Context: an optimization exercise on an open-source flow, tuned for small area, a short achievable clock period and few clock cycles per item. The choices shown serve that exercise and are no tape-out recipe.
In this exercise RTL edits were held to simulation tests only and were not proved equivalent to the original.
Power figures rest on the tool's default switching activity, not on a simulated workload.

Setup of indigo:
==> flow/design.v <==
module crsf_parser (
    input  wire       clk,
    input  wire       rst,         
    input  wire       in_valid,
    output wire       in_ready,
    input  wire [7:0] in_data,
    input  wire       in_last,     
    output wire       out_valid,
    input  wire       out_ready,
    output wire [7:0] out_data,
    output wire       out_last,    
    output wire       st_valid,
    output wire [7:0] st_aux,      
    output wire [5:0] st_level     
);
    localparam QD = 4;             
    function automatic [7:0] crc8_step(input [7:0] c, input [7:0] b);
        integer i;
        reg [7:0] v;
        begin
            v = c ^ b;
            for (i = 0; i < 8; i = i + 1)
                v = v[7] ? ((v << 1) ^ 8'hD5) : (v << 1);
            crc8_step = v;
        end
    endfunction
    function automatic is_sync(input [7:0] b);
        is_sync = (b == 8'hC8) || (b == 8'hEA) || (b == 8'hEC) || (b == 8'hEE);
    endfunction
    function automatic [7:0] sync_byte(input [1:0] code);
        sync_byte = {2'b11, code != 2'd0, 2'b01, code, 1'b0};
    endfunction
    reg  [7:0] mem [0:63];
    integer    mi;
    reg  [7:0] w_lo, w_hi;   
    reg        rdy;
    reg  [5:0] wptr;         
    reg  [5:0] cptr;         
    reg  [5:0] rptr;         
    reg  [5:0] lvl;          
    reg  [1:0] scode;        
    reg  [5:0] flen;         
    reg  [7:0] crc;          
    reg        bad;          
    reg        rew;          
    reg        s0, s1;       
    reg        sb, sc;       
    reg        c_open;
    reg        c_seen;
    reg        c_drop;
    reg  [QD-1:0] qv;        
    reg  [1:0] q_aux [0:QD-1];     
    reg  [5:0] o_nf;         
    reg  [5:0] st_nf;        
    reg  [5:0] q_lvl [0:QD-1];
    reg  [5:0] q_mrk [0:QD-1];
    reg        st_q;
    integer    qi;
    localparam K_SYNC = 2'd0, K_LEN = 2'd1, K_BODY = 2'd2;
    reg  [1:0] i_ph;         
    reg  [5:0] i_rem;        
    reg  [7:0] g [0:3];      
    reg  [1:0] gsel;
    reg        gv;           
    reg  [1:0] gk;           
    reg        gl;           
    reg        ov, sv;
    reg  [7:0] od, sd;
    reg        ol, sl;
    wire       in_take = in_valid && rdy;
    wire       x_sync  = is_sync(in_data);
    wire       x_lenok = (in_data >= 8'd2) && (in_data <= 8'd62);
    wire       x_ok    = (in_data == crc) && !bad;
    wire       lvl0    = s0;
    wire       lvl1    = s1;
    wire [5:0] wptr_p1 = wptr + 6'd1;
    wire       lvl_eq  = (lvl == flen);
    wire       adv_w   = (s1 && x_lenok) || sb || sc;
    wire [5:0] wptr_n  = adv_w ? wptr_p1 : wptr;
    wire [5:0] cptr_n  = (sc && x_ok) ? wptr_p1 : cptr;
    wire       n_s1    = (s0 || (s1 && !x_lenok)) && x_sync;
    wire       n_s0    = sc || ((s0 || (s1 && !x_lenok)) && !x_sync);
    wire       n_sb    = (s1 && x_lenok) || (sb && !lvl_eq);
    wire       n_sc    = sb && lvl_eq;
    wire [5:0] lvl_n   = (s1 && x_lenok) ? 6'd2 : sb ? lvl + 6'd1 :
                         n_s1 ? 6'd1 : 6'd0;
    wire       drop_n  = (s0 && !x_sync) || (s1 && !x_lenok) || (sc && !x_ok);
    wire       seen_n  = c_open ? (c_seen | x_sync) : (!lvl0 | x_sync);
    wire       cdrop_n = (c_open && c_drop) | drop_n;
    wire       push    = in_take && in_last;
    reg        push_d;       
    wire       q_has  = st_q ? qv[1] : qv[0];
    wire [5:0] q_hmrk = st_q ? q_mrk[1] : q_mrk[0];
    wire       q_at   = q_has && (rptr == q_hmrk) && (i_ph == 2'd0);
    wire       take   = ov && out_ready;
    wire       st_set = q_at && !gv && !sv && (!ov || out_ready);
    wire       q_at2  = (st_q ? qv[2] : qv[1]) && (rptr == (st_q ? q_mrk[2] : q_mrk[1]));
    wire       q_blk  = q_at && (gv || sv || (ov && !out_ready) || q_at2);
    wire       avail  = (i_ph != 2'd0) || ((rptr != cptr) && !q_blk);
    wire       room   = !ov || (!sv && !gv) || (out_ready && !(sv && gv));
    wire       issue  = avail && room;
    wire [7:0] rd     = g[gsel];
    wire [7:0] land   = (gk == K_SYNC) ? sync_byte(rd[7:6]) :
                        (gk == K_LEN)  ? {2'b00, rd[5:0]} : rd;
    wire [5:0] occ    = wptr - rptr;
    wire       q_ok1  = !qv[QD-2] || (!qv[QD-1] && (!push_d || st_q)) ||
                        (st_q && !push_d);
    wire       q_ok2  = !qv[QD-3] || (!qv[QD-2] && (!push_d || st_q)) ||
                        (!qv[QD-1] && st_q && !push_d);
    wire [QD-1:0] q_wr = st_q ? ({1'b0, qv[QD-1:1]} ^ qv) : (qv ^ {qv[QD-2:0], 1'b1});
    integer    gj, gk2;
    reg  [7:0] gt;
    reg  [15:0] rsel;        
    assign in_ready  = rdy;
    assign out_valid = ov;
    assign out_data  = od;
    assign out_last  = ol;
    assign st_valid  = st_q;
    assign st_aux    = {q_aux[0], st_nf};
    assign st_level  = q_lvl[0];
    always @(posedge clk) begin
        for (mi = 0; mi < 64; mi = mi + 1)
            if (rdy && w_hi[mi / 8] && w_lo[mi % 8])
                mem[mi] <= lvl1 ? {scode, in_data[5:0]} : in_data;
        for (gj = 0; gj < 4; gj = gj + 1) begin
            gt = 8'd0;
            for (gk2 = 0; gk2 < 16; gk2 = gk2 + 1)
                gt = gt | (mem[gj*16 + gk2] & {8{rsel[gk2]}});
            g[gj] <= gt;
        end
        gsel <= rptr[5:4];
        gk   <= i_ph;
        gl   <= (i_ph == K_BODY) && (i_rem == 6'd1);
        if (issue && i_ph == K_LEN)
            i_rem <= rd[5:0];
        else if (issue && i_ph == K_BODY)
            i_rem <= i_rem - 6'd1;
        if (take && sv) begin
            od <= sd;
            ol <= sl;
        end else if (!ov || take) begin
            od <= land;
            ol <= gl;
        end
        if (gv && ov && !(take && !sv)) begin
            sd <= land;
            sl <= gl;
        end
        if (in_take) begin
            if (lvl1) begin
                flen <= in_data[5:0];
                crc  <= 8'h00;
            end else
                crc  <= crc8_step(crc, in_data);
            if (lvl == 6'd2)
                bad <= (in_data >= 8'h28) && (flen < 6'd4);
            if (lvl0 || x_sync)
                scode <= in_data[2:1];
        end
        for (qi = 0; qi < QD; qi = qi + 1) begin
            if (st_q && qi < QD - 1) begin
                q_aux[qi] <= q_aux[qi+1];
                q_lvl[qi] <= q_lvl[qi+1];
                q_mrk[qi] <= q_mrk[qi+1];
            end
            if (push_d && q_wr[qi]) begin
                q_aux[qi] <= {~c_seen, c_drop};
                q_lvl[qi] <= lvl;
                q_mrk[qi] <= cptr;
            end
        end
        if (rst) begin
            rdy    <= 1'b0;
            wptr   <= 6'd0;
            rew    <= 1'b0;
            w_lo   <= 8'd1;
            w_hi   <= 8'd1;
            cptr   <= 6'd0;
            rptr   <= 6'd0;
            rsel   <= 16'd1;
            lvl    <= 6'd0;
            s0     <= 1'b1;
            s1     <= 1'b0;
            sb     <= 1'b0;
            sc     <= 1'b0;
            c_open <= 1'b0;
            push_d <= 1'b0;
            o_nf   <= 6'd0;
            qv     <= {QD{1'b0}};
            st_q   <= 1'b0;
            ov     <= 1'b0;
            sv     <= 1'b0;
            gv     <= 1'b0;
            i_ph   <= 2'd0;
        end else begin
            push_d <= push;
            rdy <= (in_take ? (occ <= 6'd61) : (occ <= 6'd62)) &&
                   (push ? q_ok2 : q_ok1);
            rew <= in_take && sc && !x_ok;
            if (rew) begin
                wptr <= cptr;
                w_lo <= 8'd1 << cptr[2:0];
                w_hi <= 8'd1 << cptr[5:3];
            end else if (in_take && adv_w) begin
                w_lo <= {w_lo[6:0], w_lo[7]};
                if (w_lo[7])
                    w_hi <= {w_hi[6:0], w_hi[7]};
            end
            if (rew)
                wptr <= cptr;
            else if (in_take)
                wptr <= wptr_n;
            if (in_take) begin
                cptr <= cptr_n;
                lvl  <= lvl_n;
                s0   <= n_s0;
                s1   <= n_s1;
                sb   <= n_sb;
                sc   <= n_sc;
                c_open <= !in_last;
                c_seen <= seen_n;
                c_drop <= cdrop_n;
            end
            qv   <= (st_q ? {1'b0, qv[QD-1:1]} : qv) | (push_d ? q_wr : {QD{1'b0}});
            st_q <= st_set;
            gv <= issue;
            if (st_set)
                st_nf <= st_q ? 6'd0 : o_nf;
            if (st_q)
                o_nf <= {5'd0, (gv && gk == K_SYNC) || (issue && i_ph == K_SYNC)};
            else if (issue && i_ph == K_SYNC && o_nf != 6'd63)
                o_nf <= o_nf + 6'd1;
            if (issue) begin
                if (i_ph != K_SYNC) begin
                    rptr <= rptr + 6'd1;
                    rsel <= {rsel[14:0], rsel[15]};
                end
                i_ph <= (i_ph == K_SYNC) ? K_LEN :
                        (i_ph == K_LEN)  ? K_BODY :
                        (i_rem == 6'd1)  ? K_SYNC : K_BODY;
            end
            if (take && sv)
                sv <= gv;
            else if (!ov || take)
                ov <= gv;
            else if (gv)
                sv <= 1'b1;
        end
    end
endmodule
Settings: LEC_CHECK=0, ABC_CLOCK_PERIOD_IN_PS=2200, CAP_MARGIN=20, CORE_MARGIN=2, CORE_UTILIZATION=40, CTS_BUF_LIST=sky130_fd_sc_hd__clkbuf_8 sky130_fd_sc_hd__clkbuf_16, CTS_CLUSTER_DIAMETER=300, CTS_CLUSTER_SIZE=28, SETUP_SLACK_MARGIN=2.9, SLEW_MARGIN=20, TNS_END_PERCENT=100; clock period 5.0 ns.
run.sh (not shown) runs the stock make flow with config.mk's settings and CLKGATE_MAP_FILE= SYNTH_SCRIPT=/design/flow/synth_recipe.tcl, a recipe that flattens the netlist after the stock synthesis.
Testbench counts of indigo, summed over its fixed seeds: cycles 52,887, bytes 52,098.
Edits applied to the flow inputs when going from indigo to ember:
diff --git a/flow/design.v b/flow/design.v
--- a/flow/design.v
+++ b/flow/design.v
@@ -31,8 +31,6 @@
         sync_byte = {2'b11, code != 2'd0, 2'b01, code, 1'b0};
     endfunction
     reg  [7:0] mem [0:63];
-    integer    mi;
-    reg  [7:0] w_lo, w_hi;   
     reg        rdy;
     reg  [5:0] wptr;         
     reg  [5:0] cptr;         
@@ -42,7 +40,6 @@
     reg  [5:0] flen;         
     reg  [7:0] crc;          
     reg        bad;          
-    reg        rew;          
     reg        s0, s1;       
     reg        sb, sc;       
     reg        c_open;
@@ -75,8 +72,8 @@
     wire       lvl1    = s1;
     wire [5:0] wptr_p1 = wptr + 6'd1;
     wire       lvl_eq  = (lvl == flen);
-    wire       adv_w   = (s1 && x_lenok) || sb || sc;
-    wire [5:0] wptr_n  = adv_w ? wptr_p1 : wptr;
+    wire       adv     = (s1 && x_lenok) || sb || (sc && x_ok);
+    wire [5:0] wptr_n  = (sc && !x_ok) ? cptr : adv ? wptr_p1 : wptr;
     wire [5:0] cptr_n  = (sc && x_ok) ? wptr_p1 : cptr;
     wire       n_s1    = (s0 || (s1 && !x_lenok)) && x_sync;
     wire       n_s0    = sc || ((s0 || (s1 && !x_lenok)) && !x_sync);
@@ -94,8 +91,7 @@
     wire       q_at   = q_has && (rptr == q_hmrk) && (i_ph == 2'd0);
     wire       take   = ov && out_ready;
     wire       st_set = q_at && !gv && !sv && (!ov || out_ready);
-    wire       q_at2  = (st_q ? qv[2] : qv[1]) && (rptr == (st_q ? q_mrk[2] : q_mrk[1]));
-    wire       q_blk  = q_at && (gv || sv || (ov && !out_ready) || q_at2);
+    wire       q_blk  = q_at;
     wire       avail  = (i_ph != 2'd0) || ((rptr != cptr) && !q_blk);
     wire       room   = !ov || (!sv && !gv) || (out_ready && !(sv && gv));
     wire       issue  = avail && room;
@@ -119,9 +115,8 @@
     assign st_aux    = {q_aux[0], st_nf};
     assign st_level  = q_lvl[0];
     always @(posedge clk) begin
-        for (mi = 0; mi < 64; mi = mi + 1)
-            if (rdy && w_hi[mi / 8] && w_lo[mi % 8])
-                mem[mi] <= lvl1 ? {scode, in_data[5:0]} : in_data;
+        if (rdy)
+            mem[wptr] <= lvl1 ? {scode, in_data[5:0]} : in_data;
         for (gj = 0; gj < 4; gj = gj + 1) begin
             gt = 8'd0;
             for (gk2 = 0; gk2 < 16; gk2 = gk2 + 1)
@@ -172,9 +167,6 @@
         if (rst) begin
             rdy    <= 1'b0;
             wptr   <= 6'd0;
-            rew    <= 1'b0;
-            w_lo   <= 8'd1;
-            w_hi   <= 8'd1;
             cptr   <= 6'd0;
             rptr   <= 6'd0;
             rsel   <= 16'd1;
@@ -196,21 +188,8 @@
             push_d <= push;
             rdy <= (in_take ? (occ <= 6'd61) : (occ <= 6'd62)) &&
                    (push ? q_ok2 : q_ok1);
-            rew <= in_take && sc && !x_ok;
-            if (rew) begin
-                wptr <= cptr;
-                w_lo <= 8'd1 << cptr[2:0];
-                w_hi <= 8'd1 << cptr[5:3];
-            end else if (in_take && adv_w) begin
-                w_lo <= {w_lo[6:0], w_lo[7]};
-                if (w_lo[7])
-                    w_hi <= {w_hi[6:0], w_hi[7]};
-            end
-            if (rew)
-                wptr <= cptr;
-            else if (in_take)
+            if (in_take) begin
                 wptr <= wptr_n;
-            if (in_take) begin
                 cptr <= cptr_n;
                 lvl  <= lvl_n;
                 s0   <= n_s0;
@@ -227,7 +206,7 @@
             if (st_set)
                 st_nf <= st_q ? 6'd0 : o_nf;
             if (st_q)
-                o_nf <= {5'd0, (gv && gk == K_SYNC) || (issue && i_ph == K_SYNC)};
+                o_nf <= {5'd0, issue && i_ph == K_SYNC};
             else if (issue && i_ph == K_SYNC && o_nf != 6'd63)
                 o_nf <= o_nf + 6'd1;
             if (issue) begin
==> comparison <==
- Taking indigo as the reference point, the number of non-clock buffers in the layout of ember rises by 47.
- | total power | indigo vs ember | ≈ equal |
- Going from indigo to ember, final instance count without filler cells moved down, met1 usage in global routing saw an increase, count of clock-buffer cells in the layout saw a decrease, instance count on the critical path higher.
- Comparing indigo and ember, the higher instance count of the mapped netlist was measured on indigo.
Testbench counts of ember, summed over its fixed seeds: cycles 53,163, bytes 52,098.

-- static timing again, ports no longer ideal --
The flow's constraints put no driver on any port. The routed layouts listed below were extracted and timed again, unchanged, in two steps. Step 1, drivers: a clkbuf_16 drives clk and a buf_2 each remaining input, both assumed. Step 2 moves the port delays by t, midway between the first and last clock arrival at a register: inputs arrive t later, outputs are due t later. That takes back most of the time a late clock gives input paths. Three values: no drivers, after step 1, after step 2; two values: the first two.
run | t, ns | setup WS [ns] | worst slew at a driven data input, ns
indigo | 0.699 | 2.767 / 2.707 / 2.079 | 0.26
ember | 0.687 | 2.746 / 2.739 / 2.065 | 0.12
After both steps setup and hold are still met in every run listed. The setup slack of indigo, which loses most, moves by -0.060 ns with the drivers and by -0.688 ns with both steps.
